Background: an optimization exercise with open tools, aiming at small area. Do not read the settings as production practice. In this exercise RTL edits were held to simulation tests only and were not proved equivalent to the original. The clock cells of runs 1 to 5 and 7 to 9 come from the design's own scripts or RTL, not from TritonCTS. No driver is modelled on the clock port, so clock power and skew are understated where the tree is cut down; a real chip needs a root buffer or a tree. Power figures rest on the tool's default switching activity, not on a simulated workload.

## flow/flow/run.sh

```bash
#!/bin/bash
# The standard layout, with three changes:
#  - after the standard synthesis, the combinational logic is mapped again
#    for area (remap.tcl, with each abc_*.abc script; the smallest netlist
#    that eqcheck.tcl proves equivalent to the standard one is kept); the
#    registers are left exactly as synthesized;
#  - ports are buffered with the smallest buffer;
#  - CTS adds no dummy loads, and its tree is then rebuilt as one root
#    buffer driving five leaf buffers (post_cts.tcl).
set -euo pipefail
WORK=$(pwd)
RES=$WORK/orfs/results/$FLOW_PLATFORM/ric/base
LOGS=$WORK/orfs/logs/$FLOW_PLATFORM/ric/base
export BUFFER_PORTS_ARGS="-buffer_cell sky130_fd_sc_hd__buf_1"
export POST_CTS_TCL=$WORK/flow/post_cts.tcl
export CTS_ARGS="-sink_clustering_enable -repair_clock_nets -dont_use_dummy_load -buf_list {sky130_fd_sc_hd__clkbuf_8}"

bash standard.sh synth > log_standard_synth.txt 2>&1

# the abc call of the standard synthesis gives the don't-use list
export REMAP_DONT_USE="$(grep -m1 '^abc -script' $LOGS/1_2_yosys.log | grep -oE -- '-dont_use [^ ]+' | tr '\n' ' ')"
export REMAP_LIB=$FLOW_HOME/platforms/$FLOW_PLATFORM/lib/sky130_fd_sc_hd__tt_025C_1v80.lib
export REMAP_IN=$WORK/standard_1_2_yosys.v
cp $RES/1_2_yosys.v $REMAP_IN
# map with each abc script and keep the smallest result
best=""; best_area=""
for abc in $WORK/flow/abc_*.abc; do
  name=$(basename $abc .abc)
  export REMAP_ABC=$abc REMAP_OUT=$WORK/remapped_$name.v
  # a candidate counts only if it is proven equivalent to the standard netlist
  if yosys -c $WORK/flow/remap.tcl > log_remap_$name.txt 2>&1 &&
     EQ_GOLD=$REMAP_IN EQ_GATE=$REMAP_OUT yosys -c $WORK/flow/eqcheck.tcl > log_eqcheck_$name.txt 2>&1; then
    area=$( (grep "Chip area for module '.$FLOW_TOP'" log_remap_$name.txt || true) | tail -n 1 | awk '{print $NF}')
    [[ -n "$area" ]] || continue
    echo "$name $area" >> log_remap_areas.txt
    if [[ -z "$best" ]] || awk -v a="$area" -v b="$best_area" 'BEGIN{exit !(a < b)}'; then
      best=$name; best_area=$area
    fi
  fi
done
echo "chosen ${best:-standard} $best_area" >> log_remap_areas.txt
if [[ -n "$best" ]]; then cp $WORK/remapped_$best.v $RES/1_2_yosys.v; fi
rm -f $RES/1_synth.odb $RES/1_synth.sdc

bash standard.sh finish > log_standard_finish.txt 2>&1
```

## flow/flow/abc_a.abc

```
strash
dch -f
map -a
mfs2 -W 4 -M 5000
strash
dch -f
map -a
mfs2 -W 4 -M 5000
strash
dch -f
map -a
topo
```

## flow/flow/abc_b.abc

```
strash
dch -f
map -a
mfs2
strash
dch -f
amap
topo
```

## flow/flow/abc_c.abc

```
strash
dc2
dch -f
map -a
mfs2
strash
dc2
dch -f
amap
topo
```

## flow/flow/abc_d.abc

```
strash
dc2
dc2
dch -f
map -a
mfs2
strash
dc2
dc2
dch -f
amap
topo
```

## flow/flow/abc_e.abc

```
strash
dch -f
amap
mfs2
strash
dch -f
amap
mfs2
strash
dch -f
amap
topo
```

## flow/flow/eqcheck.tcl

```tcl
# Prove that the re-mapped netlist does what the standard synthesis netlist
# does (same registers, so a combinational proof per register input).
yosys -import
set lib $::env(REMAP_LIB)
read_liberty -overwrite -ignore_miss_func -ignore_miss_dir $lib
read_verilog -overwrite $::env(EQ_GOLD)
yosys rename $::env(FLOW_TOP) gold
read_verilog -overwrite $::env(EQ_GATE)
yosys rename $::env(FLOW_TOP) gate
hierarchy -check
flatten
yosys rename -hide w:_*
opt_clean
equiv_make gold gate equiv
hierarchy -top equiv
equiv_simple -seq 2
equiv_induct
equiv_status -assert
```

## flow/flow/post_cts.tcl

```tcl
# Rebuild the clock tree that CTS made as a root buffer driving a few leaf
# buffers: the sinks are split into clusters by position (k-means), each
# cluster is driven by one leaf buffer at its centre.
set block [ord::get_db_block]
set db [ord::get_db]
set nleaf 5
set leaf_master [$db findMaster sky130_fd_sc_hd__clkbuf_8]
set root_master [$db findMaster sky130_fd_sc_hd__clkbuf_4]
set port_net [[$block findBTerm clk] getNet]
set root ""
foreach it [$port_net getITerms] {
  set inst [$it getInst]
  if {[[$inst getMaster] isBlock]} { continue }
  if {[string match "*clkbuf*" [[$inst getMaster] getName]]} { set root $inst }
}
set root_out [[$root findITerm X] getNet]
# the sinks: every flip-flop clock pin below the root
set sinks {}
set leaves {}
foreach it [$root_out getITerms] {
  set inst [$it getInst]
  if {$inst eq $root} { continue }
  if {[string match "*clkbuf*" [[$inst getMaster] getName]]} {
    lappend leaves $inst
    set lnet [[$inst findITerm X] getNet]
    foreach s [$lnet getITerms] { if {[$s getInst] ne $inst} { lappend sinks $s } }
  } else { lappend sinks $it }
}
# k-means on sink positions
proc xy {s} { set r [$s getAvgXY]; return [lrange $r 1 2] }
set n [llength $sinks]
# seed by sorting on x
set sorted [lsort -command {apply {{a b} {expr {[lindex [xy $a] 0] - [lindex [xy $b] 0]}}}} $sinks]
set cent {}
for {set k 0} {$k < $nleaf} {incr k} { lappend cent [xy [lindex $sorted [expr {int(($k + 0.5) * $n / $nleaf)}]]] }
for {set iter 0} {$iter < 30} {incr iter} {
  set sx {}; set sy {}; set cnt {}
  for {set k 0} {$k < $nleaf} {incr k} { lappend sx 0; lappend sy 0; lappend cnt 0 }
  set assign {}
  foreach s $sinks {
    lassign [xy $s] x y
    set best 0; set bd 1e30
    for {set k 0} {$k < $nleaf} {incr k} {
      lassign [lindex $cent $k] cx cy
      set d [expr {abs($x - $cx) + abs($y - $cy)}]
      if {$d < $bd} { set bd $d; set best $k }
    }
    lappend assign $best
    lset sx $best [expr {[lindex $sx $best] + $x}]
    lset sy $best [expr {[lindex $sy $best] + $y}]
    lset cnt $best [expr {[lindex $cnt $best] + 1}]
  }
  for {set k 0} {$k < $nleaf} {incr k} {
    set c [lindex $cnt $k]
    if {$c > 0} { lset cent $k [list [expr {[lindex $sx $k] / $c}] [expr {[lindex $sy $k] / $c}]] }
  }
}
# remove the old leaves and their nets
foreach inst $leaves {
  set lnet [[$inst findITerm X] getNet]
  foreach s [$lnet getITerms] { $s disconnect }
  [$inst findITerm A] disconnect
  odb::dbInst_destroy $inst
  odb::dbNet_destroy $lnet
}
foreach s $sinks { if {[$s getNet] ne "NULL"} { $s disconnect } }
# new leaves
for {set k 0} {$k < $nleaf} {incr k} {
  set inst [odb::dbInst_create $block $leaf_master "clkleaf_$k"]
  set net [odb::dbNet_create $block "clknet_leaf_$k"]
  $net setSigType CLOCK
  [$inst findITerm A] connect $root_out
  [$inst findITerm X] connect $net
  lassign [lindex $cent $k] cx cy
  $inst setLocation [expr {int($cx)}] [expr {int($cy)}]
  $inst setPlacementStatus PLACED
  set idx 0
  foreach s $sinks {
    if {[lindex $assign $idx] == $k} { $s connect $net }
    incr idx
  }
}
$root swapMaster $root_master
puts "clock tree: root [$root getName] ([$root_master getName]), $nleaf leaves ([$leaf_master getName]), [llength $sinks] sinks, [llength $leaves] old leaves removed"
global_connect
detailed_placement
estimate_parasitics -placement
```

## flow/flow/remap.tcl

```tcl
# Re-map the combinational logic of the standard synthesis netlist for area.
# Registers are kept exactly as they are: same instances, names and cell types.
yosys -import
set lib $::env(REMAP_LIB)
read_liberty -overwrite -setattr liberty_cell -ignore_miss_func -ignore_miss_dir $lib
read_verilog -overwrite $::env(REMAP_IN)
hierarchy -top $::env(FLOW_TOP)
# every sequential cell stays an instance; the rest is flattened into gates
setattr -mod -set keep_hierarchy 1 *__*df* *__*dl* *__conb*
flatten
opt_clean -purge
opt -fast
abc -script $::env(REMAP_ABC) -liberty $lib {*}$::env(REMAP_DONT_USE)
opt_clean -purge
splitnets
opt_clean -purge
hilomap -singleton -hicell sky130_fd_sc_hd__conb_1 HI -locell sky130_fd_sc_hd__conb_1 LO
insbuf -buf sky130_fd_sc_hd__buf_4 A X
setattr -mod -set blackbox 1 A:liberty_cell
stat -liberty $lib
check
write_verilog -noattr -nohex -nodec $::env(REMAP_OUT)
```

## flow/standard.sh

```bash
#!/bin/bash
# synth_recipe.tcl (not shown) runs the flow's synth.tcl, then flattens the netlist and writes it again
# the make line also repeats each setting of config.mk as NAME=value (left out here)
make -C /OpenROAD-flow-scripts/flow DESIGN_CONFIG=/design/flow/config.mk WORK_HOME=/design/flow/orfs CLKGATE_MAP_FILE= SYNTH_SCRIPT=/design/flow/synth_recipe.tcl "${@:-finish}"
```

## flow/config.mk

```make
export PLATFORM = sky130hd
export DESIGN_NAME = ric
export DESIGN_NICKNAME = ric
export VERILOG_FILES = /design/flow/design.v
export SDC_FILE = /design/flow/constraint.sdc
export NUM_CORES = 4
export LEC_CHECK = 0
export CAP_MARGIN = 0
export CORE_MARGIN = 2
export CORE_UTILIZATION = 80
export PLACE_DENSITY = 0.85
export SLEW_MARGIN = 0
```

## flow/constraint.sdc

```tcl
create_clock -name core_clock -period 10.0 [get_ports {clk}]
set_input_delay 2.0000 -clock core_clock [delete_from_list [all_inputs] [get_ports {clk}]]
set_output_delay 2.0000 -clock core_clock [all_outputs]
set_load 0.01 [all_outputs]
```

## flow/design.v

```verilog
module ric (
    input  wire        clk,
    input  wire        rst,
    input  wire        cmd_valid,
    output wire        cmd_ready,
    input  wire [3:0]  cmd_op,
    input  wire [8:0]  cmd_arg,
    output wire        rsp_valid,
    output wire        rsp_err,
    output wire [7:0]  rsp_ecode,
    output wire [63:0] rsp_cnt0,
    output wire [31:0] rsp_cnt1,
    output wire [15:0] rsp_cnt2,
    output wire [18:0] rsp_status,
    output wire [8:0]  rsp_mode,
    output wire [1:0]  rsp_snap,
    output wire [1:0]  rsp_pins,
    output wire        bus_req,
    output wire        bus_we,
    output wire [6:0]  bus_addr,
    output wire [3:0]  bus_len,
    output wire [7:0]  bus_wdata,
    input  wire        bus_rvalid,
    input  wire [7:0]  bus_rdata,
    input  wire        bus_done,
    input  wire        bus_err,
    input  wire [7:0]  bus_ecode
);
    reg [8:0]  mode_q;
    reg [1:0]  snap_q;       
    reg [1:0]  act_q;
    reg [1:0]  kind_q;       
    reg [2:0]  pos_q;        
    reg        pend_q;       
    reg        reqq_q;       
    reg [7:0]  lane0, lane1, lane2, lane3, lane4, lane5;
    wire       acc      = cmd_valid;
    wire [3:0] op       = cmd_op;
    wire       op_nobus = (op == 4'd0) || (op > 4'd5);
    wire       op_rc    = op[1] & ~op[0];             
    wire       op_rs    = op[2] & op[0];              
    wire       op_ins   = (op[1] & op[0]) | (op[2] & ~op[0]);    
    wire       op_sp    = op[1] & op[0];              
    wire       op_we    = op[0] ^ op[2];              
    wire       w_cfg    = ~op[1] & ~op[2];            
    wire       w_res    = op[2];                      
    wire [2:0] tag = mode_q[2:0];
    reg [3:0] len;
    always @(*) begin
        case (tag)
            3'd0: len = 4'd4;
            3'd1: len = 4'd7;
            3'd2: len = 4'd7;
            3'd3: len = 4'd3;
            3'd4: len = 4'd5;
            3'd5: len = 4'd7;
            3'd6: len = 4'd5;
            default: len = 4'd8;
        endcase
    end
    wire       not3 = ~(tag == 3'd7);
    wire [7:0] cfg = {not3 & mode_q[6], not3 & mode_q[4], mode_q[7], mode_q[5],
                      mode_q[3], tag};
    wire rs_more = (kind_q == 2'd3) & (pos_q[1] | pos_q[0]);    
    assign bus_req   = (acc & ~op_nobus) | reqq_q;
    assign bus_we    = ~reqq_q & op_we;
    assign bus_addr  = {reqq_q | op_rs,
                        ~reqq_q & op_ins,
                        ~reqq_q & op_ins,
                        reqq_q | op_rc | op_rs,
                        1'b0,
                        reqq_q & pos_q[0],
                        reqq_q & pos_q[1]};
    assign bus_len   = (~reqq_q & op_rc) ? len : 4'd1;
    assign bus_wdata = {w_cfg & cfg[7],
                        w_cfg ? cfg[6] : (w_res ? act_q[1] : cmd_arg[1]),
                        w_cfg ? cfg[5] : (w_res ? act_q[0] : cmd_arg[0]),
                        w_cfg & cfg[4],
                        w_cfg & cfg[3],
                        w_cfg ? cfg[2:0] : (w_res ? cmd_arg[2:0] : 3'b000)};
    wire ok = bus_done & ~bus_err;
    assign cmd_ready = 1'b1;
    assign rsp_valid = pend_q | (bus_done & (bus_err | ~rs_more));
    assign rsp_err   = bus_done & bus_err;
    assign rsp_ecode = bus_ecode;
    assign rsp_mode  = mode_q;
    assign rsp_snap  = snap_q;
    assign rsp_pins  = act_q;
    wire ge24 = ~((tag == 3'd3) | (tag == 3'd6) | (tag == 3'd7));
    wire ge32 = (tag == 3'd2) | (tag == 3'd4) | (tag == 3'd5);
    wire ge48 = (tag == 3'd2);
    wire sign0 = ge48 ? lane5[7] : ge32 ? lane3[7] : ge24 ? lane2[7] : lane1[7];
    assign rsp_cnt0[15:0]  = {lane1, lane0};
    assign rsp_cnt0[23:16] = ge24 ? lane2 : {8{sign0}};
    assign rsp_cnt0[31:24] = ge32 ? lane3 : {8{sign0}};
    assign rsp_cnt0[47:32] = ge48 ? {lane5, lane4} : {16{sign0}};
    assign rsp_cnt0[63:48] = {16{sign0}};
    wire c1_24 = ~tag[2];
    wire sign1 = c1_24 ? lane3[7] : lane5[7];
    assign rsp_cnt1[15:0]  = {lane5, lane4};
    assign rsp_cnt1[23:16] = c1_24 ? lane3 : {8{sign1}};
    assign rsp_cnt1[31:24] = {8{sign1}};
    assign rsp_cnt2 = {lane3, lane2};
    assign rsp_status = {
        lane0[0],    
        lane0[1],    
        lane1[0],    
        lane0[2],    
        lane0[3],    
        lane0[4],    
        lane1[1],    
        lane1[2],    
        lane1[3],    
        lane1[4],    
        lane2[5],    
        lane2[7],    
        lane2[6],    
        lane0[5],    
        lane0[7],    
        lane0[6],    
        lane1[5],    
        lane1[7],    
        lane1[6]     
    };
    wire [2:0] p = pos_q;
    wire p1 = (p == 3'd1), p2 = (p == 3'd2), p3 = (p == 3'd3), p4 = (p == 3'd4),
         p5 = (p == 3'd5), p6 = (p == 3'd6), p7 = (p == 3'd7);
    wire tx = tag[2] ^ tag[1];
    wire ta = tag[2] & tag[1];
    wire tz = ~tag[2] & ~tag[1];
    wire en0  = p2;
    wire en1  = p3;
    wire en2  = (p4 & ~ta) | (p6 & tag[1] & tag[0]) | (p1 & kind_q[1] & kind_q[0]);
    wire en3  = (p5 & tx) | (p7 & ~tx & tag[0]);
    wire en4  = (p4 & ta) | (p5 & tz) | (p6 & tx);
    wire en5  = (p5 & ta) | (p6 & tz) | (p7 & tx);
    always @(posedge clk) begin
        if (bus_rvalid) begin
            if (en0)  lane0 <= bus_rdata;
            if (en1)  lane1 <= bus_rdata;
            if (en2)  lane2 <= bus_rdata;
            if (en3)  lane3 <= bus_rdata;
            if (en4)  lane4 <= bus_rdata;
            if (en5)  lane5 <= bus_rdata;
        end
    end
    wire       a_nch1 = (cmd_arg[2:0] == 3'd0) | (cmd_arg[2:0] == 3'd2) |
                        (cmd_arg[2:0] == 3'd3) | (cmd_arg[2:0] == 3'd4);
    wire       a_nch3 = (cmd_arg[2:0] == 3'd7);
    wire [8:0] mode_new = {a_nch3 ? cmd_arg[8:7] : 2'b00,
                           a_nch1 ? 2'b00 : cmd_arg[6:5],
                           cmd_arg[4:0]};
    always @(posedge clk) begin
        if (rst) begin
            mode_q <= 9'b0_0000_0010;    
            snap_q <= 2'b00;
            act_q  <= 2'b00;
        end else begin
            if (acc && op == 4'd0)
                mode_q <= mode_new;
            if (ok && kind_q == 2'd1)
                snap_q <= pos_q[1:0];
            else if (ok && kind_q == 2'd3 && pos_q == 3'd0)
                snap_q <= lane0[4:3];
            if (ok && kind_q == 2'd2)
                act_q <= pos_q[1:0];
        end
    end
    always @(posedge clk) begin
        pend_q <= acc & op_nobus;
        reqq_q <= ok & rs_more;
        if (acc) begin
            kind_q <= {op_sp | op_rs, op_rc | op_rs};
            pos_q  <= op_rc ? len[2:0] : {1'b0, op[2] ? 2'b11 : cmd_arg[1:0]};
        end else if (bus_rvalid) begin
            if (p1 & (kind_q == 2'd1))
                pos_q <= {1'b1, ~bus_rdata[7:6]};
            else
                pos_q <= pos_q - 3'd1;
        end
    end
endmodule
```

==> results of run 1 <==
## metal layers
layer / vias to the layer above / track usage, % / part of all wire [%]
met3: 22 / 8.29 / 10
li1: 1466 / - / -
met2: 230 / 57.0 / 51
met5: - / 0 / 0
met4: 0 / 10.5 / 1.9
met1: 1500 / 43.0 / 37
## flip-flops by register name, summed over array words and instances, names as in the netlist
register / count
lane5: 8
lane2: 8
lane4: 8
snap_q: 2
lane3: 8
mode_q: 9
kind_q: 2
pend_q: 1
reqq_q: 1
pos_q: 3
lane1: 8
act_q: 2
lane0: 8
## area by class of cell, without the clock buffers
| cell class | count | share of cell area, % |
|---|---|---|
| multi-input combinational | 199 | 23.3 |
| timing repair buffer | 193 | 19.0 |
| buffer | 5 | 1.80 |
| tap | 54 | 1.76 |
| sequential | 68 | 49.3 |
| inverter | 47 | 4.60 |
## stage by stage
stage                     utilization [%]  cells  hold slack, ns  power [mW]  instance area (sq um)
after floorplan                         -    428           0.435       0.412                   3810
after global placement               80.6    561           0.460       0.426                   3760
after detailed placement             80.6    561           0.455       0.429                   3760
after global routing                 82.3    567           0.495       0.573                   3830
final                                82.3    567           0.468       0.552                   3830
## path summary, 6_finish.rpt
kind                                start      endpoint  slack [ns]
worst max-delay path            mode_q[2]  rsp_cnt0[63]        4.15
worst min-delay path            mode_q[3]     mode_q[3]        0.47
worst max register to register  mode_q[2]      lane3[5]        7.33
worst min register to register  mode_q[3]     mode_q[3]        0.47
## cells in the final DEF, fill, tap and decap left out, types with 2 or more instances in the layout
master / n
buf_1: 192
o22ai_1: 7
nand3_1: 6
dfxtp_1: 15
o221ai_1: 2
a31oi_1: 3
o21ai_0: 31
a21oi_1: 17
nor2_1: 39
nor3_1: 7
nand2_1: 77
clkinv_1: 47
conb_1: 2
clkbuf_8: 5
edfxtp_1: 53
## where the power goes
group	internal, mW	leakage (nW)	switching [mW]
Combinational	0.0274	0.729	0.0707
Sequential	0.318	0.608	0.00825
Clock	0.0495	0.0406	0.0778
## critical path, stage by stage, from the launching register on
cell and delay [ns]:
dfxtp_1 0.44, clkinv_1 0.16, nor2_1 0.12, o21ai_0 0.85
nand2_1 0.20, a21oi_1 0.93, nand2_1 0.52, buf_1 0.25
==> impl_metrics.ini, run 1 <==
[run_status]
outcome = timing/DRC/antenna clean

[timing]
max_freq_ghz = 0.171
setup_ws_ns = 4.15
skew_ns = 0.0144
post-route-min-period_ns = 5.85
rsz0062_at_grt = no
drv_slew = 0
finalSetupViolations = 0
finalSetupTns_ns = 0
relSlewSlack_pct = 22.1
hold_violations = 0
tightest_slew_ns = 1.16
fin_crit_sh_pct = 58.5

[synth]
syn_nets = 463
yosysWarnings = 1
synth_area_sq_um = 3810
postSynthCellCount = 428
avgSynthCellArea_sq_um = 8.91

[clock_network]
clock-sinks = 68
clk_pin_slew_ns = 0.09
insertion_delay_ns = 0.37

[layout]
drive_above_1_share_pct = 1.56
fill_cells = 294
areaGrowthSynthToFinish_pct = 0.558
fin_nets = 550
seq_area_sq_um = 1890
multi_input_area_sq_um = 893
antenna_cells = 0

[floorplan]
coreArea_sq_um = 4660
io_pins = 211
die_area_sq_um = 5330
floorplan.initialDensity_pct = 81.8
dieHeight_microns = 73.0
rows = 25
die_x_microns = 73.0

[detailed_routing]
drt_iter0_drc = 303
dr.pass1.iters = 5
route.detailed.drc = 0
num_vias = 3218
drt_wl_total_microns = 9310
antenna_left = 0
vias_per_cell = 5.68
wl_per_cell_microns = 16.4

[power_and_ir_drop]
power_density_nw_per_um2 = 144
max-vdd-ir-drop_mv = 0.144
p_leak_nw = 1.38

[setup_path]
crit_path_start_kind = flop
critPathArrivalTime_ns = 3.85
worstPathRequired_ns = 8.00
crit_type = reg -> out
cp_max_fo = 17
r2r_cells = 4
critPathCaptureType = output port

[placement]
io_buffer_count = 192
dp_slack_ns = 4.50
place_congestion = 0.921
hpwl_microns = 7030

[global_route]
grt_pass1_wl_microns = 13200
grtUsageTotal_pct = 33.7
grt_pass1_vias = 2633
grt_overflow_total = 0
grt_max_degree = 18
antenna_found_initial = 0

[job]
cap_violations = 0

[hold_path]
hold_path.class = reg -> reg
whs_path_depth = 2
==> run 2, diff against run 1 <==
--- a/flow/design.v
+++ b/flow/design.v
@@ -174,4 +174,4 @@
             pos_q  <= op_rc ? len[2:0] : {1'b0, op[2] ? 2'b11 : cmd_arg[1:0]};
-        end else if (bus_rvalid) begin
-            if (p1 & (kind_q == 2'd1))
+        end else if (bus_rvalid & kind_q[0]) begin    
+            if (p1 & ~kind_q[1])
                 pos_q <= {1'b1, ~bus_rdata[7:6]};
==> run 2 against run 1 <==
  * Critical endpoint is now rsp_cnt0[62]
  * Clock skew up 0.024 ns
  * Area after synthesis is 0.39% lower
  * First-iteration DRC count decreased by 21%
  * Via count shrank 4.0%
  * Utilization increased by 0.46 points
  * Largest cell class unchanged
  * Routed wire length down 3.8%
  * Critical path depth grew 1
  * Still clean
==> impl_metrics.ini, run 2 <==
[timing]
relSlewSlack_pct = 15.8
drv_slew = 0
max_freq_ghz = 0.191
fin_crit_sh_pct = 52.2
finalSetupTns_ns = 0
rsz0062_at_grt = no
post-route-min-period_ns = 5.22
tightest_slew_ns = 1.26
skew_ns = 0.0382
finalSetupViolations = 0
hold_violations = 0

[synth]
avgSynthCellArea_sq_um = 9.47
yosysWarnings = 1
postSynthCellCount = 401
syn_nets = 436
synth_area_sq_um = 3800

[placement]
place_congestion = 0.944
dp_cells = 537
place_area_sq_um = 3780
io_buffer_count = 192
hpwl_microns = 6880

[global_route]
antenna_found_initial = 0
grt_pass1_wl_microns = 12800
grt_overflow_total = 0
grt_pass1_vias = 2614
grtUsageTotal_pct = 32.7
grt_max_degree = 19

[detailed_routing]
wl_per_cell_microns = 16.5
antenna_left = 0
drt_wl_total_microns = 8950
num_vias = 3088
dr.pass1.iters = 7
vias_per_cell = 5.69
drt_iter0_drc = 238
route.detailed.drc = 0

[setup_path]
critPathArrivalTime_ns = 3.22
crit_path_max_incr_delay_ns = 0.60
crit_slowest_cell = o22ai_1
cp_max_fo = 17
crit_path_start_kind = flop
cpMostUsedCell = nand2_1
worstPathRequired_ns = 8.00
critPathCaptureType = output port
path_cells = clkinv_1, o22ai_1, nand2_1, nand2_1, a31oi_1, o21ai_0, buf_4, buf_1
crit_type = reg -> out

[layout]
multi_input_area_sq_um = 851
final_cell_mix = buf_1 (192), clkinv_1 (58), edfxtp_1 (53)
final_common_cell = buf_1
fin_util_pct = 82.7
seq_area_sq_um = 1890
fill_cells = 307
drive_above_1_share_pct = 2.66
instances_no_fill = 543
areaGrowthSynthToFinish_pct = 1.52
antenna_cells = 0
largest_reg_flops = 9
top_register = mode_q
design_area_sq_um = 3850
fin_nets = 526

[floorplan]
floorplan.initialDensity_pct = 81.5
die_area_sq_um = 5310
dieHeight_microns = 72.9
io_pins = 211
die_x_microns = 72.9
rows = 25
coreArea_sq_um = 4660

[run_status]
outcome = timing/DRC/antenna clean

[power_and_ir_drop]
p_leak_nw = 1.24
power_density_nw_per_um2 = 143
max-vdd-ir-drop_mv = 0.119

[clock_network]
clk_pin_slew_ns = 0.06
insertion_delay_ns = 0.39
clock-sinks = 68

[job]
cap_violations = 0

[hold_path]
hold_path.class = reg -> reg
[run 2: final timing paths]
path         cells after the start  slack, ns           end      start
max reg2reg                      6       7.31      lane3[3]  mode_q[2]
max                              8       4.78  rsp_cnt0[62]  mode_q[2]
min                              2       0.47     mode_q[3]  mode_q[3]
min reg2reg                      2       0.47     mode_q[3]  mode_q[3]
[run 2: report_power, final]
| part | switching (mW) | internal (mW) |
|---|---|---|
| clock network | 0.0783 | 0.0495 |
| registers | 0.0100 | 0.318 |
| logic | 0.0670 | 0.0287 |
| total | 0.155 | 0.397 |
[run 2: per-layer routing]
layer  GRT usage [%]  wire length (microns)
met1            40.1                   3300
met4            15.0                    304
met5               0                      0
met3            9.53                    915
met2            53.5                   4430
[run 2: critical path: cells and delay by family (launching register included)]
family          cells  cell delay, ns
compound gates      3            1.05
flops               1            0.57
simple gates        2            0.50
buf+inv             3            0.75
[run 2: through the flow]
step	power (mW)	worst slack (ns)	hold slack [ns]
finish	0.552	4.78	0.468
global route	0.573	4.51	0.480
detailed placement	0.429	4.84	0.453
global placement	0.425	4.90	0.451
floorplan	0.411	5.09	0.433
[run 2: cell type report, without the clock buffers]
type	count	share of cell area, %
sequential	68	49.1
buffer	5	1.79
inverter	58	5.65
multi-input combinational	161	22.1
timing repair buffer	196	19.5
tap	54	1.75
==> run 3, diff against run 2 <==
--- a/flow/flow/run.sh
+++ b/flow/flow/run.sh
@@ -8,3 +8,3 @@
 #  - CTS adds no dummy loads, and its tree is then rebuilt as one root
-#    buffer driving five leaf buffers (post_cts.tcl).
+#    buffer driving a few leaf buffers (post_cts.tcl).
 set -euo pipefail
==> flow/flow/abc_f.abc (new file) <==
strash
resub -K 8
resub -K 10 -N 2
dc2
dch -f
map -a
mfs2
strash
dch -f
map -a
topo
==> flow/flow/abc_g.abc (new file) <==
strash
resub -K 8
resub -K 10 -N 2
dc2
dch -f
map -a
mfs2
strash
resub -K 8
dch -f
map -a
topo
==> flow/flow/abc_h.abc (new file) <==
strash
resub -K 8
resub -K 10 -N 2
resub -K 12 -N 2
dc2
dch -f
map -a
mfs2
strash
dch -f
map -a
topo
==> flow/flow/abc_i.abc (new file) <==
strash
resub -K 6 -N 2
resub -K 8 -N 2
resub -K 10 -N 2
resub -K 12 -N 3
dc2
dch -f
map -a
mfs2
strash
dch -f
map -a
topo
==> flow/flow/post_cts.tcl (replaced) <==
proc xy {s} { set r [$s getAvgXY]; return [lrange $r 1 2] }

proc rebuild_clock_tree {nleaf leaf_name root_name tag} {
  set block [ord::get_db_block]
  set db [ord::get_db]
  set leaf_master [$db findMaster $leaf_name]
  set root_master [$db findMaster $root_name]
  set port_net [[$block findBTerm clk] getNet]
  set root ""
  foreach it [$port_net getITerms] {
    set inst [$it getInst]
    if {[string match "*clkbuf*" [[$inst getMaster] getName]]} { set root $inst }
  }
  set root_out [[$root findITerm X] getNet]
  # the sinks: every flip-flop clock pin below the root
  set sinks {}
  set leaves {}
  foreach it [$root_out getITerms] {
    set inst [$it getInst]
    if {$inst eq $root} { continue }
    if {[string match "*clkbuf*" [[$inst getMaster] getName]]} {
      lappend leaves $inst
      set lnet [[$inst findITerm X] getNet]
      foreach s [$lnet getITerms] { if {[$s getInst] ne $inst} { lappend sinks $s } }
    } else { lappend sinks $it }
  }
  set n [llength $sinks]
  # k-means, seeded by x order
  set sorted [lsort -command {apply {{a b} {expr {[lindex [xy $a] 0] - [lindex [xy $b] 0]}}}} $sinks]
  set cent {}
  for {set k 0} {$k < $nleaf} {incr k} { lappend cent [xy [lindex $sorted [expr {int(($k + 0.5) * $n / $nleaf)}]]] }
  for {set iter 0} {$iter < 30} {incr iter} {
    set sx {}; set sy {}; set cnt {}
    for {set k 0} {$k < $nleaf} {incr k} { lappend sx 0; lappend sy 0; lappend cnt 0 }
    set assign {}
    foreach s $sinks {
      lassign [xy $s] x y
      set best 0; set bd 1e30
      for {set k 0} {$k < $nleaf} {incr k} {
        lassign [lindex $cent $k] cx cy
        set d [expr {abs($x - $cx) + abs($y - $cy)}]
        if {$d < $bd} { set bd $d; set best $k }
      }
      lappend assign $best
      lset sx $best [expr {[lindex $sx $best] + $x}]
      lset sy $best [expr {[lindex $sy $best] + $y}]
      lset cnt $best [expr {[lindex $cnt $best] + 1}]
    }
    for {set k 0} {$k < $nleaf} {incr k} {
      set c [lindex $cnt $k]
      if {$c > 0} { lset cent $k [list [expr {[lindex $sx $k] / $c}] [expr {[lindex $sy $k] / $c}]] }
    }
  }
  # remove the old leaves and their nets
  foreach inst $leaves {
    set lnet [[$inst findITerm X] getNet]
    foreach s [$lnet getITerms] { $s disconnect }
    [$inst findITerm A] disconnect
    odb::dbInst_destroy $inst
    odb::dbNet_destroy $lnet
  }
  foreach s $sinks { if {[$s getNet] ne "NULL"} { $s disconnect } }
  # new leaves
  for {set k 0} {$k < $nleaf} {incr k} {
    set inst [odb::dbInst_create $block $leaf_master "clkleaf_${tag}_$k"]
    set net [odb::dbNet_create $block "clknet_leaf_${tag}_$k"]
    $net setSigType CLOCK
    [$inst findITerm A] connect $root_out
    [$inst findITerm X] connect $net
    lassign [lindex $cent $k] cx cy
    $inst setLocation [expr {int($cx)}] [expr {int($cy)}]
    $inst setPlacementStatus PLACED
    set idx 0
    foreach s $sinks {
      if {[lindex $assign $idx] == $k} { $s connect $net }
      incr idx
    }
  }
  $root swapMaster $root_master
  global_connect
  detailed_placement
  estimate_parasitics -placement
  set m 0
  foreach p [get_pins -hierarchical */CLK] {
    set s [get_property $p slew_max]
    if {$s > $m} { set m $s }
  }
  puts "clock tree: root [$root getName] ($root_name), $nleaf leaves ($leaf_name), [llength $sinks] sinks, max clock-pin slew $m"
  return $m
}

set configs {
  {8 sky130_fd_sc_hd__clkbuf_4 sky130_fd_sc_hd__clkbuf_4}
  {5 sky130_fd_sc_hd__clkbuf_8 sky130_fd_sc_hd__clkbuf_4}
  {6 sky130_fd_sc_hd__clkbuf_8 sky130_fd_sc_hd__clkbuf_4}
  {8 sky130_fd_sc_hd__clkbuf_8 sky130_fd_sc_hd__clkbuf_8}
}
set try 0
foreach cfg $configs {
  lassign $cfg nleaf leaf root
  set slew [rebuild_clock_tree $nleaf $leaf $root $try]
  incr try
  if {$slew < 0.115} { break }
}
--- a/flow/config.mk
+++ b/flow/config.mk
@@ -9,4 +9,4 @@
 export CORE_MARGIN = 2
-export CORE_UTILIZATION = 80
-export PLACE_DENSITY = 0.85
+export CORE_UTILIZATION = 86
+export PLACE_DENSITY = 0.9
 export SLEW_MARGIN = 0
==> run 3 against run 2 <==
  * Fmax shrank 1.3%
  * Die area shrank 6.7%
  * Cell count rose by 2.6%
  * Total power rose by 1.1%
  * Routed wire length rose by 11%
  * Sequential share of layout area rose by 0.34 points
  * Register-to-register slack about the same
  * Flip-flop and latch count did not move
  * Synthesized cell count rose by 4.5%
  * Still clean
  * Global-route usage up 7.3 points
  * Hold slack lost 0.0059 ns
  * Highest routed layer unchanged
  * Largest power group unchanged
  * Critical endpoint is now bus_len[0]
  * Area after synthesis about the same
==> impl_metrics.ini, run 3 <==
[setup_path]
crit_slowest_cell = nor2_1
r2r-start = mode_q[2]
path_cells = buf_1, clkinv_1, nor2_1, clkinv_1, nor2_1, nand2_1, buf_1
crit_path_start_kind = input port
cp_top_family = buffers and inverters
critPathCaptureType = output port
worstPathRequired_ns = 8.00
r2r_end = lane5[3]
crit_type = in -> out
r2r_cells = 6
crit_path_max_incr_delay_ns = 0.27
cp_max_fo = 5
r2r_setup_slack_ns = 7.31
path_buf_inv = 4
critPathArrivalTime_ns = 3.29

[hold_path]
whs_path_depth = 2
min_to = snap_q[0]
hold_start = snap_q[0]
hold_path.class = reg -> reg

[layout]
final_cell_mix = buf_1 (192), nand2_1 (77), edfxtp_1 (53)
fin_nets = 542
seq_area_sq_um = 1890
multi_input_area_sq_um = 900
fill_cells = 214
fin_util_pct = 89.2
top_register = mode_q
areaGrowthSynthToFinish_pct = 0.890
antenna_cells = 0
final_common_cell = buf_1
largest_reg_flops = 9
drive_above_1_share_pct = 1.98

[synth]
synth_area_sq_um = 3790
postSynthCellCount = 419
yosysWarnings = 1
avgSynthCellArea_sq_um = 9.06
syn_nets = 454

[detailed_routing]
route.detailed.drc = 0
wl_per_cell_microns = 17.8
antenna_left = 0
dr.pass1.iters = 6
vias_per_cell = 5.93
drt_wl_total_microns = 9940
num_vias = 3305
drt_iter0_drc = 434

[placement]
place_congestion = 0.948
hpwl_microns = 7140
io_buffer_count = 192

[power_and_ir_drop]
max-vdd-ir-drop_mv = 0.146
pwr-share-comb_pct = 16.0
p_leak_nw = 1.36
clock_power_share_pct = 25.2
seq_power_share_pct = 58.7
p_int_mw = 0.401
swShare_pct = 28.1
power.switching_mw = 0.157
power_density_nw_per_um2 = 146

[timing]
fin_crit_sh_pct = 52.9
relSlewSlack_pct = 21.6
finalSetupTns_ns = 0
tightest_slew_ns = 1.17
max_freq_ghz = 0.189
hold_violations = 0
skew_ns = 0.0294
rsz0062_at_grt = no
finalSetupViolations = 0
drv_slew = 0
post-route-min-period_ns = 5.29

[floorplan]
die_area_sq_um = 4960
rows = 24
floorplan.initialDensity_pct = 88.4
coreArea_sq_um = 4290
io_pins = 211
die_x_microns = 70.4
dieHeight_microns = 70.4

[run_status]
outcome = timing/DRC/antenna clean

[global_route]
antenna_found_initial = 0
grt_pass1_wl_microns = 15000
grt_overflow_total = 0
grt_max_degree = 18
grtUsageTotal_pct = 40.0
grt_pass1_vias = 2945

[clock_network]
clk_pin_slew_ns = 0.07
clock-sinks = 68
insertion_delay_ns = 0.42

[job]
cap_violations = 0
run 3: how the worst max path moves through the flow:
| stage | from | slack (ns) | endpoint | depth (start not counted) |
|---|---|---|---|---|
| after global routing | mode_q[2] | 4.56 | rsp_cnt0[51] | 7 |
| after floorplan | mode_q[2] | 5.18 | rsp_cnt0[48] | 7 |
| after detailed placement | cmd_op[1] | 4.87 | bus_len[0] | 7 |
| after global placement | cmd_op[2] | 4.97 | bus_req | 6 |
| final | cmd_op[1] | 4.71 | bus_len[0] | 7 |
run 3: power groups by stage:
stage	logic, mW	registers (mW)	clock network [mW]
detailed placement	0.0862	0.333	0
floorplan	0.0732	0.330	0
global placement	0.0824	0.333	0
global route	0.0964	0.329	0.150
finish	0.0894	0.328	0.141
run 3: per-layer routing:
metal | part of all wire, % | vias up | track usage (%)
met3 | 12 | 60 | 11.0
li1 | - | 1446 | -
met2 | 49 | 330 | 68.3
met4 | 5.4 | 0 | 17.9
met1 | 33 | 1469 | 46.8
met5 | 0 | - | 0
run 3: per-stage QoR:
stage | setup slack (ns) | instance area [sq um] | hold slack, ns | total power, mW | instances
2_1_floorplan | 5.18 | 3790 | 0.429 | 0.404 | 419
3_3_place_gp | 4.97 | 3740 | 0.450 | 0.415 | 550
3_5_place_dp | 4.87 | 3740 | 0.455 | 0.419 | 550
5_1_grt | 4.56 | 3830 | 0.506 | 0.575 | 557
6_report | 4.71 | 3830 | 0.462 | 0.558 | 557
run 3: layout make-up, without the clock buffers:
class / instances / area share [%]
flip-flops and latches: 68 / 49.4
multi-input cells: 196 / 23.5
repair buffers: 193 / 19.0
inverters: 41 / 4.02
plain buffers: 6 / 2.16
well taps: 52 / 1.70
run 3: worst reg2reg max path: stages (launching register included):
cell and delay [ns]:
dfxtp_1 0.59, clkinv_1 0.30, nor2_1 0.33, clkinv_1 0.11, nand2_1 0.09, nor3_1 0.06
nor3_1 0.84
==> run 4, diff against run 3 <==
--- a/flow/config.mk
+++ b/flow/config.mk
@@ -9,4 +9,4 @@
 export CORE_MARGIN = 2
-export CORE_UTILIZATION = 86
-export PLACE_DENSITY = 0.9
+export CORE_UTILIZATION = 80
+export PLACE_DENSITY = 0.85
 export SLEW_MARGIN = 0
removed: flow/flow/abc_f.abc
removed: flow/flow/abc_g.abc
removed: flow/flow/abc_h.abc
removed: flow/flow/abc_i.abc
==> run 4 against run 3 <==
  * Still clean
  * Global-route usage fell by 6.6 points
  * Synthesized cell count decreased by 4.3%
  * Cell area increased by 0.46%
  * Fmax fell by 0.31%
  * Utilization shrank 6.6 points
  * Flip-flop and latch count unchanged
  * Hold slack improved by 0.0084 ns
  * Clock skew is 0.0088 ns higher
  * Critical endpoint is now rsp_cnt0[62]
  * Largest cell class unchanged
  * Highest routed layer unchanged
==> impl_metrics.ini, run 4 <==
[global_route]
grt_pass1_vias = 2640
antenna_found_initial = 0
grt_pass1_wl_microns = 12900
grtUsageTotal_pct = 33.4
grt_overflow_total = 0
grt_max_degree = 18

[power_and_ir_drop]
max-vdd-ir-drop_mv = 0.118
power.switching_mw = 0.157
seq_power_share_pct = 60.1
p_int_mw = 0.389
swShare_pct = 28.8
pwr-share-comb_pct = 17.5
p_leak_nw = 1.24
power_density_nw_per_um2 = 142
clock_power_share_pct = 22.3
p_total_mw = 0.546

[placement]
place_congestion = 0.944
place_area_sq_um = 3780
io_buffer_count = 192
dp_slack_ns = 4.84
dp_cells = 537
hpwl_microns = 6880

[layout]
design_area_sq_um = 3850
final_cell_mix = buf_1 (192), clkinv_1 (58), edfxtp_1 (53)
instances_no_fill = 546
antenna_cells = 0
top_register = mode_q
areaGrowthSynthToFinish_pct = 1.29
fin_nets = 529
largest_reg_flops = 9
final_common_cell = buf_1
drive_above_1_share_pct = 3.25
fill_cells = 305

[floorplan]
rows = 25
floorplan.initialDensity_pct = 81.5
die_area_sq_um = 5310
coreArea_sq_um = 4660
io_pins = 211
dieHeight_microns = 72.9
die_x_microns = 72.9

[clock_network]
insertion_delay_ns = 0.41
clk_pin_slew_ns = 0.07
clock-sinks = 68

[setup_path]
crit_slowest_cell = o22ai_1
worstPathRequired_ns = 8.00
crit_path_max_incr_delay_ns = 0.60
r2r-start = mode_q[2]
cpMostUsedCell = nand2_1
path_cells = clkinv_1, o22ai_1, nand2_1, nand2_1, a31oi_1, o21ai_0, buf_4, buf_1
cp_max_fo = 17
crit_type = reg -> out
crit_start = mode_q[2]
crit_path_start_kind = flop
critPathArrivalTime_ns = 3.31
critPathCaptureType = output port

[timing]
tightest_slew_ns = 1.26
drv_slew = 0
relSlewSlack_pct = 15.6
finalSetupTns_ns = 0
hold_violations = 0
post-route-min-period_ns = 5.31
max_freq_ghz = 0.188
finalSetupViolations = 0
fin_crit_sh_pct = 53.1
rsz0062_at_grt = no
setup_ws_ns = 4.69
skew_ns = 0.0381

[detailed_routing]
dr.pass1.iters = 5
route.detailed.drc = 0
antenna_left = 0
wl_per_cell_microns = 16.6
drt_wl_total_microns = 9080
drt_iter0_drc = 205
vias_per_cell = 5.69
num_vias = 3109

[synth]
postSynthCellCount = 401
avgSynthCellArea_sq_um = 9.47
synth_area_sq_um = 3800
yosysWarnings = 1
syn_nets = 436

[run_status]
outcome = timing/DRC/antenna clean

[hold_path]
hold_start = mode_q[3]
hold_path.class = reg -> reg

[job]
cap_violations = 0
-- run 4: power by group through the flow --
stage / clock network (mW) / logic [mW] / registers (mW)
detailed placement: 0 / 0.0947 / 0.335
global placement: 0 / 0.0910 / 0.334
floorplan: 0 / 0.0795 / 0.332
finish: 0.122 / 0.0958 / 0.329
global route: 0.131 / 0.105 / 0.330
-- run 4: final timing paths --
check	slack (ns)	depth (start not counted)	endpoint
max	4.69	8	rsp_cnt0[62]
min	0.47	2	mode_q[3]
max reg2reg	7.24	6	lane3[4]
min reg2reg	0.47	2	mode_q[3]
-- run 4: area by class of cell, without the clock buffers --
| type | count | area (sq um) | share of cell area (%) |
|---|---|---|---|
| sequential | 68 | 1890 | 49.2 |
| multi-input combinational | 161 | 851 | 22.1 |
| timing repair buffer | 196 | 751 | 19.5 |
| inverter | 58 | 218 | 5.66 |
| tap | 54 | 67.6 | 1.76 |
| buffer | 8 | 60.1 | 1.56 |
-- run 4: critical path, delay by kind of cell, from the launching register on --
kind / cells / cell delay (ns)
buf+inv: 3 / 0.76
flops: 1 / 0.59
compound gates: 3 / 1.05
simple gates: 2 / 0.51
-- run 4: metrics by stage --
| stage | util (%) | hold slack [ns] |
|---|---|---|
| finish | 82.5 | 0.470 |
| global route | 82.5 | 0.481 |
| detailed placement | 81.1 | 0.453 |
| global placement | 81.1 | 0.451 |
| floorplan | - | 0.433 |
-- run 4: metal layers --
metal	vias up	global-route usage [%]	routed length (microns)
met5	-	0	0
met4	0	16.5	281
met3	29	10.8	840
met2	204	54.7	4560
met1	1438	39.7	3400
li1	1438	-	-
==> run 5, diff against run 4 <==
--- a/flow/design.v
+++ b/flow/design.v
@@ -33,4 +33,3 @@
     reg [2:0]  pos_q;        
-    reg        pend_q;       
-    reg        reqq_q;       
+    reg        pulse_q;      
     reg [7:0]  lane0, lane1, lane2, lane3, lane4, lane5;
@@ -40,3 +39,3 @@
     wire       op_rc    = op[1] & ~op[0];             
-    wire       op_rs    = op[2] & op[0];              
+    wire       op_rs    = (op == 4'd5);               
     wire       op_ins   = (op[1] & op[0]) | (op[2] & ~op[0]);    
@@ -63,3 +62,6 @@
                       mode_q[3], tag};
-    wire rs_more = (kind_q == 2'd3) & (pos_q[1] | pos_q[0]);    
+    wire is_rs   = (kind_q == 2'd3);
+    wire rs_more = is_rs & (pos_q[1] | pos_q[0]);    
+    wire reqq_q  = pulse_q & is_rs;
+    wire pend_q  = pulse_q & ~is_rs;
     assign bus_req   = (acc & ~op_nobus) | reqq_q;
@@ -169,4 +171,3 @@
     always @(posedge clk) begin
-        pend_q <= acc & op_nobus;
-        reqq_q <= ok & rs_more;
+        pulse_q <= (acc & op_nobus) | (ok & rs_more);
         if (acc) begin
==> run 5 against run 4 <==
  * Combinational power shrank 4.4%
  * Total power about the same
  * Utilization decreased by 0.59 points
  * Setup slack got worse by 0.63 ns
  * Area after synthesis is 0.13% higher
  * Fmax down 11%
  * Sequential power down 2%
  * First-iteration DRC count increased by 70%
==> impl_metrics.ini, run 5 <==
[floorplan]
dieHeight_microns = 72.9
die_x_microns = 72.9
io_pins = 211
floorplan.initialDensity_pct = 81.6
coreArea_sq_um = 4660
die_area_sq_um = 5320
rows = 25

[power_and_ir_drop]
power_density_nw_per_um2 = 143
p_leak_nw = 1.38
max-vdd-ir-drop_mv = 0.149
p_total_mw = 0.547

[detailed_routing]
route.detailed.drc = 0
wl_per_cell_microns = 17.0
drt_iter0_drc = 348
vias_per_cell = 5.65
drt_wl_total_microns = 9540
antenna_left = 0
num_vias = 3168
dr.pass1.iters = 5

[placement]
dp_cells = 555
io_buffer_count = 192
place_congestion = 0.962
hpwl_microns = 6960

[setup_path]
crit_path_start_kind = flop
path_cells = clkinv_1, nor2_1, o21ai_0, nand2_1, a21oi_1, nand2_1, buf_1
crit_slowest_cell = a21oi_1
worstPathRequired_ns = 8.00
crit_type = reg -> out
cp_max_fo = 17
cpMostUsedCell = nand2_1
critPathCaptureType = output port
crit_path_max_incr_delay_ns = 0.98
critPathArrivalTime_ns = 3.94

[layout]
instances_no_fill = 561
areaGrowthSynthToFinish_pct = 0.428
final_cell_mix = buf_1 (192), nand2_1 (75), edfxtp_1 (53)
final_common_cell = buf_1
fin_nets = 544
multi_input_area_sq_um = 917
seq_area_sq_um = 1870
drive_above_1_share_pct = 1.38
antenna_cells = 0
fill_cells = 274
top_register = mode_q
largest_reg_flops = 9

[synth]
postSynthCellCount = 422
yosysWarnings = 1
avgSynthCellArea_sq_um = 9.01
syn_nets = 457
synth_area_sq_um = 3800

[global_route]
antenna_found_initial = 0
grt_overflow_total = 0
grt_max_degree = 19
grt_pass1_wl_microns = 13400
grt_pass1_vias = 2742
grtUsageTotal_pct = 34.7

[timing]
drv_slew = 0
relSlewSlack_pct = 12.7
post-route-min-period_ns = 5.94
hold_slack_ns = 0.489
hold_violations = 0
tightest_slew_ns = 1.30
fin_crit_sh_pct = 59.4
finalSetupViolations = 0
finalSetupTns_ns = 0
skew_ns = 0.0254
max_freq_ghz = 0.168
rsz0062_at_grt = no

[clock_network]
clock-sinks = 67
clk_pin_slew_ns = 0.08
insertion_delay_ns = 0.41

[job]
cap_violations = 0

[run_status]
outcome = timing/DRC/antenna clean

[hold_path]
hold_path.class = reg -> reg
[run 5: worst max-delay path: cells and delay by family, from the launching register on]
family	cells	cell delay (ns)
buffers and inverters	2	0.45
AOI/OAI and AO/OA	2	1.77
and+or+nand+nor	3	0.91
DFF	1	0.41
[run 5: path summary, 6_finish.rpt]
check             cells past startpoint       from            to  slack [ns]
hold reg to reg                       2  mode_q[4]     mode_q[4]        0.49
setup reg to reg                      6  mode_q[2]      lane4[2]        7.61
setup / recovery                      7  mode_q[2]  rsp_cnt0[59]        4.06
hold / removal                        2  mode_q[4]     mode_q[4]        0.49
[run 5: stage by stage]
step | cell area, sq um | setup WS [ns] | util (%)
2_1_floorplan | 3800 | 5.33 | -
3_3_place_gp | 3740 | 4.76 | 80.3
3_5_place_dp | 3740 | 4.57 | 80.3
5_1_grt | 3820 | 3.72 | 81.9
6_report | 3820 | 4.06 | 81.9
[run 5: power by group]
part / switching, mW / leakage [nW] / internal [mW]
sequential: 0.00786 / 0.599 / 0.313
combinational: 0.0660 / 0.739 / 0.0256
clock: 0.0845 / 0.0406 / 0.0495
total: 0.158 / 1.38 / 0.388
[run 5: cell type report, without the clock buffers]
type                    count  area share (%)
flip-flops and latches     67            49.0
multi-input cells         199            24.0
repair buffers            193            19.1
inverters                  42            4.13
plain buffers               5            1.80
well taps                  54            1.77
[run 5: routing by layer]
metal | part of all wire, % | track usage (%) | wire length, microns
met5 | 0 | 0 | 0
met1 | 35 | 40.3 | 3350
met4 | 3.2 | 17.3 | 306
met2 | 53 | 61.2 | 5050
met3 | 8.7 | 6.63 | 830
==> run 6, diff against run 5 <==
--- a/flow/config.mk
+++ b/flow/config.mk
@@ -9,4 +9,4 @@
 export CORE_MARGIN = 2
-export CORE_UTILIZATION = 80
-export PLACE_DENSITY = 0.85
+export CORE_UTILIZATION = 90
+export PLACE_DENSITY = 0.92
 export SLEW_MARGIN = 0
==> run 6 against run 5 <==
  * The flow now stops in global placement without I/O
  * Area after synthesis unchanged
  * Synthesized cell count unchanged
==> impl_metrics.ini, run 6 <==
[synth]
avgSynthCellArea_sq_um = 9.01
postSynthCellCount = 422
synth_area_sq_um = 3800
syn_nets = 457
yosysWarnings = 1

[floorplan]
rows = 23
floorplan.initialDensity_pct = 94.4
dieHeight_microns = 69
die_x_microns = 69

[run_status]
flow.stopped_at = global placement without I/O
outcome = stopped before the end
tool.error = [ERROR GPL-0301] Utilization 101.234 % exceeds 100%.
==> run 7, diff against run 6 <==
==> flow/flow/abc_f.abc (new file) <==
strash
resub -K 8
resub -K 10 -N 2
dc2
dch -f
map -a
mfs2
strash
dch -f
map -a
topo
==> flow/flow/abc_g.abc (new file) <==
strash
resub -K 8
resub -K 10 -N 2
dc2
dch -f
map -a
mfs2
strash
resub -K 8
dch -f
map -a
topo
==> flow/flow/abc_h.abc (new file) <==
strash
resub -K 8
resub -K 10 -N 2
resub -K 12 -N 2
dc2
dch -f
map -a
mfs2
strash
dch -f
map -a
topo
==> flow/flow/abc_i.abc (new file) <==
strash
resub -K 6 -N 2
resub -K 8 -N 2
resub -K 10 -N 2
resub -K 12 -N 3
dc2
dch -f
map -a
mfs2
strash
dch -f
map -a
topo
--- a/flow/config.mk
+++ b/flow/config.mk
@@ -9,4 +9,4 @@
 export CORE_MARGIN = 2
-export CORE_UTILIZATION = 90
-export PLACE_DENSITY = 0.92
+export CORE_UTILIZATION = 86
+export PLACE_DENSITY = 0.9
 export SLEW_MARGIN = 0
==> run 7 against run 6 <==
  * Now clean on timing, DRC and antenna
  * Synthesized cell count shrank 0.71%
  * Area after synthesis fell by 0.69%
==> impl_metrics.ini, run 7 <==
[power_and_ir_drop]
max-vdd-ir-drop_mv = 0.113
power_density_nw_per_um2 = 146
p_leak_nw = 1.34

[setup_path]
critPathCaptureType = output port
crit_path_max_incr_delay_ns = 0.60
crit_type = reg -> out
worstPathRequired_ns = 8.00
path_cells = clkinv_1, nor2_1, nor2_1, clkinv_1, nand2_1, nand2_1, nand2_1, o21ai_0, o21ai_0, buf_4, nand2_1, buf_1
crit_slowest_cell = dfxtp_1
cp_max_fo = 17
crit_path_start_kind = flop
critPathArrivalTime_ns = 3.93
r2r_setup_slack_ns = 7.28
cpMostUsedCell = nand2_1

[floorplan]
floorplan.initialDensity_pct = 87.9
coreArea_sq_um = 4290
die_area_sq_um = 4940
io_pins = 211
dieHeight_microns = 70.3
rows = 24
die_x_microns = 70.3

[placement]
hpwl_microns = 7710
io_buffer_count = 192
dp_slack_ns = 4.56
place_congestion = 0.889

[timing]
drv_slew = 0
finalSetupTns_ns = 0
max_freq_ghz = 0.169
skew_ns = 0.0172
hold_violations = 0
fin_crit_sh_pct = 59.3
finalSetupViolations = 0
relSlewSlack_pct = 23.6
post-route-min-period_ns = 5.93
tightest_slew_ns = 1.13
setup_ws_ns = 4.07
rsz0062_at_grt = no

[detailed_routing]
route.detailed.drc = 0
dr.pass1.iters = 5
antenna_left = 0
drt_wl_total_microns = 10300
num_vias = 3386
drt_iter0_drc = 463
wl_per_cell_microns = 18.4
vias_per_cell = 6.06

[global_route]
grt_pass1_wl_microns = 15400
grt_pass1_vias = 2963
grt_max_degree = 18
grtUsageTotal_pct = 41.7
antenna_found_initial = 0
grt_overflow_total = 0

[layout]
largest_reg_flops = 9
areaGrowthSynthToFinish_pct = 0.133
final_cell_mix = buf_1 (192), nand2_1 (70), edfxtp_1 (53)
antenna_cells = 0
fin_nets = 544
drive_above_1_share_pct = 1.97
top_register = mode_q
final_common_cell = buf_1

[run_status]
outcome = timing/DRC/antenna clean

[synth]
avgSynthCellArea_sq_um = 9.01
postSynthCellCount = 419
synth_area_sq_um = 3780
syn_nets = 454
yosysWarnings = 1

[clock_network]
clock-sinks = 67
insertion_delay_ns = 0.41
clk_pin_slew_ns = 0.08

[job]
cap_violations = 0

[hold_path]
hold_path.class = reg -> reg
## run 7: stage by stage
| step | utilization [%] | power (mW) | instance area (sq um) | hold slack (ns) | cells |
|---|---|---|---|---|---|
| floorplan | - | 0.412 | 3780 | 0.429 | 419 |
| global placement | 86.5 | 0.426 | 3710 | 0.465 | 550 |
| detailed placement | 86.5 | 0.432 | 3710 | 0.473 | 550 |
| global route | 88.1 | 0.570 | 3780 | 0.503 | 559 |
| finish | 88.1 | 0.552 | 3780 | 0.487 | 559 |
## run 7: path summary, 6_finish.rpt
check / cells after the start / to / start
max: 12 / rsp_cnt0[53] / mode_q[2]
min: 2 / snap_q[1] / snap_q[1]
min reg2reg: 2 / snap_q[1] / snap_q[1]
max reg2reg: 4 / lane5[2] / mode_q[2]
## run 7: cell type report, without the clock buffers
| class | instances | area, sq um |
|---|---|---|
| plain buffers | 8 | 60.1 |
| fillers | 221 | 513 |
| inverters | 47 | 176 |
| multi-input cells | 191 | 872 |
| flip-flops and latches | 67 | 1870 |
| well taps | 52 | 65.1 |
| repair buffers | 193 | 728 |
## run 7: critical path, delay by kind of cell (launching register included)
family	cells	cell delay, ns
AND/OR/NAND/NOR	6	1.67
flip-flops	1	0.60
buffers and inverters	4	0.89
AO/OA/AOI/OAI	2	0.36
## run 7: routing by layer
metal	global-route usage [%]	share of wire, %	wire length, microns
met1	48.9	32	3290
met2	71.2	51	5210
met3	10.8	13	1300
met4	20.1	4.8	497
met5	0	0	0
## run 7: where the power goes
group          total (mW)  switching [mW]  leakage, nW  internal [mW]
combinational       0.107          0.0779        0.700         0.0291
clock               0.122          0.0803       0.0414         0.0417
sequential          0.323         0.00899        0.599          0.314
total               0.552           0.167         1.34          0.385
==> run 8, diff against run 7 <==
==> flow/flow/abc_j.abc (new file) <==
strash
resub -K 8
resub -K 10 -N 2
dc2
dch -f
map -a
mfs2
strash
resub -K 8
resub -K 10 -N 2
dch -f
map -a
mfs2
strash
resub -K 8
dch -f
map -a
topo
==> flow/flow/abc_k.abc (new file) <==
strash
resub -K 8
resub -K 10 -N 2
dc2
dch -f
map -a
mfs2
strash
resub -K 8
dch -f
map -a
mfs2
strash
resub -K 8
dch -f
map -a
topo
--- a/flow/flow/post_cts.tcl
+++ b/flow/flow/post_cts.tcl
@@ -92,4 +92,4 @@
 set configs {
-  {8 sky130_fd_sc_hd__clkbuf_4 sky130_fd_sc_hd__clkbuf_4}
-  {5 sky130_fd_sc_hd__clkbuf_8 sky130_fd_sc_hd__clkbuf_4}
+  {8 sky130_fd_sc_hd__clkbuf_4 sky130_fd_sc_hd__clkbuf_1}
+  {5 sky130_fd_sc_hd__clkbuf_8 sky130_fd_sc_hd__clkbuf_2}
   {6 sky130_fd_sc_hd__clkbuf_8 sky130_fd_sc_hd__clkbuf_4}
==> run 8 against run 7 <==
  * Still clean on timing, DRC and antenna
  * Sequential share of layout area decreased by 0.098 points
  * Cell area up 0.20%
  * Global-route usage decreased by 1.6 points
  * Register-to-register slack worse by 0.08 ns
  * Critical endpoint is now rsp_cnt0[61]
  * Largest cell class unchanged
==> impl_metrics.ini, run 8 <==
[timing]
tightest_slew_ns = 1.30
drv_slew = 0
fin_crit_sh_pct = 59.3
hold_violations = 0
relSlewSlack_pct = 12.8
rsz0062_at_grt = no
max_freq_ghz = 0.169
post-route-min-period_ns = 5.93
finalSetupTns_ns = 0
setup_ws_ns = 4.07
finalSetupViolations = 0
hold_slack_ns = 0.485
skew_ns = 0.0395

[setup_path]
worstPathRequired_ns = 8.00
r2r_end = lane5[0]
crit_path_start_kind = flop
cp_max_fo = 17
crit_type = reg -> out
r2r_setup_slack_ns = 7.20
critPathCaptureType = output port
r2r-start = mode_q[2]
r2r_cells = 4
critPathArrivalTime_ns = 3.93

[power_and_ir_drop]
max-vdd-ir-drop_mv = 0.121
pwr-share-comb_pct = 18.6
p_int_mw = 0.401
swShare_pct = 29.7
seq_power_share_pct = 56.7
p_leak_nw = 1.34
power_density_nw_per_um2 = 151
clock_power_share_pct = 24.7
power.switching_mw = 0.169

[detailed_routing]
vias_per_cell = 6.00
drt_iter0_drc = 448
num_vias = 3318
wl_per_cell_microns = 18.3
route.detailed.drc = 0
dr.pass1.iters = 6
drt_wl_total_microns = 10100
antenna_left = 0

[synth]
syn_nets = 450
postSynthCellCount = 415
avgSynthCellArea_sq_um = 9.06
yosysWarnings = 1
synth_area_sq_um = 3760

[layout]
drive_above_1_share_pct = 1.60
antenna_cells = 0
instances_no_fill = 553
top_register = mode_q
multi_input_area_sq_um = 872
design_area_sq_um = 3790
largest_reg_flops = 9
areaGrowthSynthToFinish_pct = 0.732
final_common_cell = buf_1
fin_nets = 538
seq_area_sq_um = 1870
fill_cells = 210
final_cell_mix = buf_1 (192), nand2_1 (69), edfxtp_1 (53)

[floorplan]
die_area_sq_um = 4920
dieHeight_microns = 70.1
coreArea_sq_um = 4290
floorplan.initialDensity_pct = 87.6
rows = 24
die_x_microns = 70.1
io_pins = 211

[hold_path]
hold_path.class = reg -> reg
min_to = mode_q[8]
hold_start = mode_q[8]
whs_path_depth = 2

[clock_network]
insertion_delay_ns = 0.41
clock-sinks = 67
clk_pin_slew_ns = 0.11

[placement]
place_area_sq_um = 3700
hpwl_microns = 7460
io_buffer_count = 192
dp_cells = 546
place_congestion = 0.862
dp_slack_ns = 4.54

[global_route]
grtUsageTotal_pct = 40.1
grt_pass1_wl_microns = 15100
grt_overflow_total = 0
grt_pass1_vias = 2980
grt_max_degree = 18
antenna_found_initial = 0

[job]
cap_violations = 0

[run_status]
outcome = timing/DRC/antenna clean
[run 8: worst max-delay path, cell delays in order, from the launching register on]
cell and delay [ns]:
dfxtp_1 0.64, clkinv_1 0.26, nor2_1 0.37, nor2_1 0.28
clkinv_1 0.16, nand2_1 0.23, nand2_1 0.22, nand2_1 0.21
o21ai_0 0.19, o21ai_0 0.14, buf_4 0.21, nand2_1 0.36
buf_1 0.24
[run 8: routing by layer]
metal | up-vias | GRT usage [%] | share of wire (%)
li1 | 1437 | - | -
met1 | 1498 | 47.3 | 33
met2 | 320 | 67.2 | 50
met3 | 63 | 9.96 | 11
met4 | 0 | 22.6 | 5.8
met5 | - | 0 | 0
[run 8: worst max path at each step]
stage                         endpoint       from  cells past startpoint
final                     rsp_cnt0[61]  mode_q[2]                     12
after global routing      rsp_cnt0[61]  mode_q[2]                     12
after detailed placement    bus_len[3]  cmd_op[1]                     10
after global placement      bus_len[3]  cmd_op[1]                     10
after floorplan           rsp_cnt0[48]  mode_q[2]                     11
[run 8: metrics by stage]
stage	power, mW	util (%)
after floorplan	0.412	-
after global placement	0.426	86.1
after detailed placement	0.432	86.1
after global routing	0.586	88.2
final	0.570	88.2
[run 8: power groups by stage]
stage          clock network [mW]  logic (mW)  registers (mW)
6_report                    0.141       0.106           0.324
5_1_grt                     0.147       0.114           0.325
3_5_place_dp                    0       0.103           0.329
3_3_place_gp                    0      0.0979           0.328
2_1_floorplan                   0      0.0854           0.326
[run 8: cell type report, without the clock buffers]
cell class / instances / share of cell area (%)
plain buffers: 6 / 2.18
inverters: 43 / 4.26
multi-input cells: 191 / 23.0
flip-flops and latches: 67 / 49.4
well taps: 52 / 1.72
repair buffers: 193 / 19.2
==> run 9, diff against run 8 <==
--- a/flow/flow/post_cts.tcl
+++ b/flow/flow/post_cts.tcl
@@ -93,4 +93,7 @@
   {8 sky130_fd_sc_hd__clkbuf_4 sky130_fd_sc_hd__clkbuf_1}
+  {9 sky130_fd_sc_hd__clkbuf_4 sky130_fd_sc_hd__clkbuf_1}
   {5 sky130_fd_sc_hd__clkbuf_8 sky130_fd_sc_hd__clkbuf_2}
-  {6 sky130_fd_sc_hd__clkbuf_8 sky130_fd_sc_hd__clkbuf_4}
+  {10 sky130_fd_sc_hd__clkbuf_4 sky130_fd_sc_hd__clkbuf_2}
+  {6 sky130_fd_sc_hd__clkbuf_8 sky130_fd_sc_hd__clkbuf_2}
+  {12 sky130_fd_sc_hd__clkbuf_4 sky130_fd_sc_hd__clkbuf_4}
   {8 sky130_fd_sc_hd__clkbuf_8 sky130_fd_sc_hd__clkbuf_8}
@@ -102,3 +105,3 @@
   incr try
-  if {$slew < 0.115} { break }
+  if {$slew < 0.108} { break }
 }
==> run 9 against run 8 <==
  * Routed wire length fell by 1.1%
  * Sequential share of layout area rose by 0.25 points
  * Via count rose by 0.60%
  * Sequential power barely moved
  * Area after synthesis unchanged
  * Critical path depth unchanged
  * Global-route usage increased by 0.38 points
  * Cell count increased by 0.54%
  * Synthesized cell count is the same
  * Setup slack lost 0.41 ns
  * Largest cell class unchanged
==> impl_metrics.ini, run 9 <==
[timing]
tightest_slew_ns = 1.30
setup_ws_ns = 3.67
hold_violations = 0
fin_crit_sh_pct = 63.3
relSlewSlack_pct = 12.6
drv_slew = 0
max_freq_ghz = 0.158
finalSetupViolations = 0
post-route-min-period_ns = 6.33
rsz0062_at_grt = no
finalSetupTns_ns = 0
skew_ns = 0.0260

[placement]
place_area_sq_um = 3700
dp_slack_ns = 4.54
hpwl_microns = 7460
place_congestion = 0.862
dp_cells = 546
io_buffer_count = 192

[layout]
top_register = mode_q
areaGrowthSynthToFinish_pct = 0.233
fin_nets = 541
multi_input_area_sq_um = 872
drive_above_1_share_pct = 1.98
design_area_sq_um = 3770
fill_cells = 229
seq_area_sq_um = 1870
antenna_cells = 0
final_common_cell = buf_1
largest_reg_flops = 9
final_cell_mix = buf_1 (192), nand2_1 (69), edfxtp_1 (53)
instances_no_fill = 556

[detailed_routing]
dr.pass1.iters = 5
wl_per_cell_microns = 18.1
route.detailed.drc = 0
vias_per_cell = 6.00
drt_iter0_drc = 388
drt_wl_total_microns = 10000
num_vias = 3338
antenna_left = 0

[hold_path]
whs_path_depth = 2
min_to = mode_q[8]
hold_path.class = reg -> reg
hold_start = mode_q[8]

[setup_path]
crit_type = reg -> out
cpMostUsedCell = nand2_1
r2r-start = mode_q[2]
r2r_cells = 4
critPathArrivalTime_ns = 4.33
critPathCaptureType = output port
crit_path_start_kind = flop
r2r_end = lane5[2]
crit_slowest_cell = dfxtp_1
cp_top_family = simple AND/OR/NAND/NOR gates
path_buf_inv = 4
r2r_setup_slack_ns = 7.19
cp_max_fo = 17
path_cells = clkinv_1, nor2_1, nor2_1, clkinv_1, nand2_1, nand2_1, nand2_1, o21ai_0, o21ai_0, buf_4, nand2_1, buf_1
crit_path_max_incr_delay_ns = 0.65
worstPathRequired_ns = 8.00

[floorplan]
dieHeight_microns = 70.1
coreArea_sq_um = 4290
rows = 24
io_pins = 211
die_area_sq_um = 4920
floorplan.initialDensity_pct = 87.6
die_x_microns = 70.1

[synth]
yosysWarnings = 1
synth_area_sq_um = 3760
syn_nets = 450
avgSynthCellArea_sq_um = 9.06
postSynthCellCount = 415

[power_and_ir_drop]
p_leak_nw = 1.34
p_total_mw = 0.554
max-vdd-ir-drop_mv = 0.109
power_density_nw_per_um2 = 147

[global_route]
grt_pass1_wl_microns = 15100
grt_overflow_total = 0
grtUsageTotal_pct = 40.5
grt_max_degree = 18
antenna_found_initial = 0
grt_pass1_vias = 2961

[clock_network]
clk_pin_slew_ns = 0.10
insertion_delay_ns = 0.79
clock-sinks = 67

[job]
cap_violations = 0

[run_status]
outcome = timing/DRC/antenna clean
[run 9: cell types whose count changed in the layout (fill, tap and decap cells not counted), sizes merged]
cell and delta:
clkbuf +3
[run 9: stage by stage]
stage	hold WS, ns	util, %
after floorplan	0.429	-
after global placement	0.451	86.1
after detailed placement	0.460	86.1
after global routing	0.512	87.8
final	0.481	87.8
[run 9: power by group]
group | internal, mW | total [mW] | switching (mW)
Clock | 0.0424 | 0.125 | 0.0828
Sequential | 0.314 | 0.323 | 0.00927
Combinational | 0.0289 | 0.106 | 0.0770
Total | 0.385 | 0.554 | 0.169
[run 9: layout make-up, without the clock buffers]
type	count	area share, %
Tap cell	52	1.73
Inverter	43	4.28
Timing Repair Buffer	193	19.3
Multi-Input combinational cell	191	23.1
Buffer	9	1.79
Sequential cell	67	49.7
[run 9: worst register-to-register path: cells and delay by family (launching register included)]
| family | cells | cell delay, ns |
|---|---|---|
| AO/OA/AOI/OAI | 1 | 0.15 |
| AND/OR/NAND/NOR | 2 | 1.34 |
| flip-flops | 1 | 0.65 |
| buffers and inverters | 1 | 0.27 |
[run 9: how the worst max path moves through the flow]
stage	start	end	slack (ns)	cells past startpoint
after global placement	cmd_op[1]	bus_len[3]	4.61	10
after floorplan	mode_q[2]	rsp_cnt0[48]	4.91	11
after global routing	mode_q[2]	rsp_cnt0[61]	3.46	12
after detailed placement	cmd_op[1]	bus_len[3]	4.54	10
final	mode_q[2]	rsp_cnt0[61]	3.67	12
[run 9: per-layer routing]
layer,GRT usage [%],wire [microns]
met1,47.9,3330
met2,66.9,4990
met3,11.5,1210
met4,22.2,495
met5,0,0

separate check: timing with driven ports:
In the flow no input, the clock included, has a driving cell. The finished layouts below were timed again as built, in two steps.
Step 1 assumes that a clkbuf_16 drives the clock port and a buf_2 every other input.
Step 2 times the ports against the registers' clock, not the clock port: input delays grow and output delays shrink by t, the midpoint of the rising clock arrivals with the driver on.
Three values: no drivers, after step 1, after step 2; two values: the first two.
run | shift t [ns] | setup WS [ns]
run 1 | 0.392 | 4.147 / 4.121 / 4.513
run 2 | 0.399 | 4.776 / 4.749 / 4.769
run 3 | 0.431 | 4.707 / 4.684 / 4.684
run 4 | 0.423 | 4.690 / 4.663 / 4.763
run 5 | 0.426 | 4.064 / 4.035 / 4.461
run 7 | 0.422 | 4.071 / 4.046 / 4.468
run 8 | 0.412 | 4.075 / 4.052 / 4.448
run 9 | 0.798 | 3.668 / 3.645 / 4.443
After both steps setup and hold are still met in every run listed.
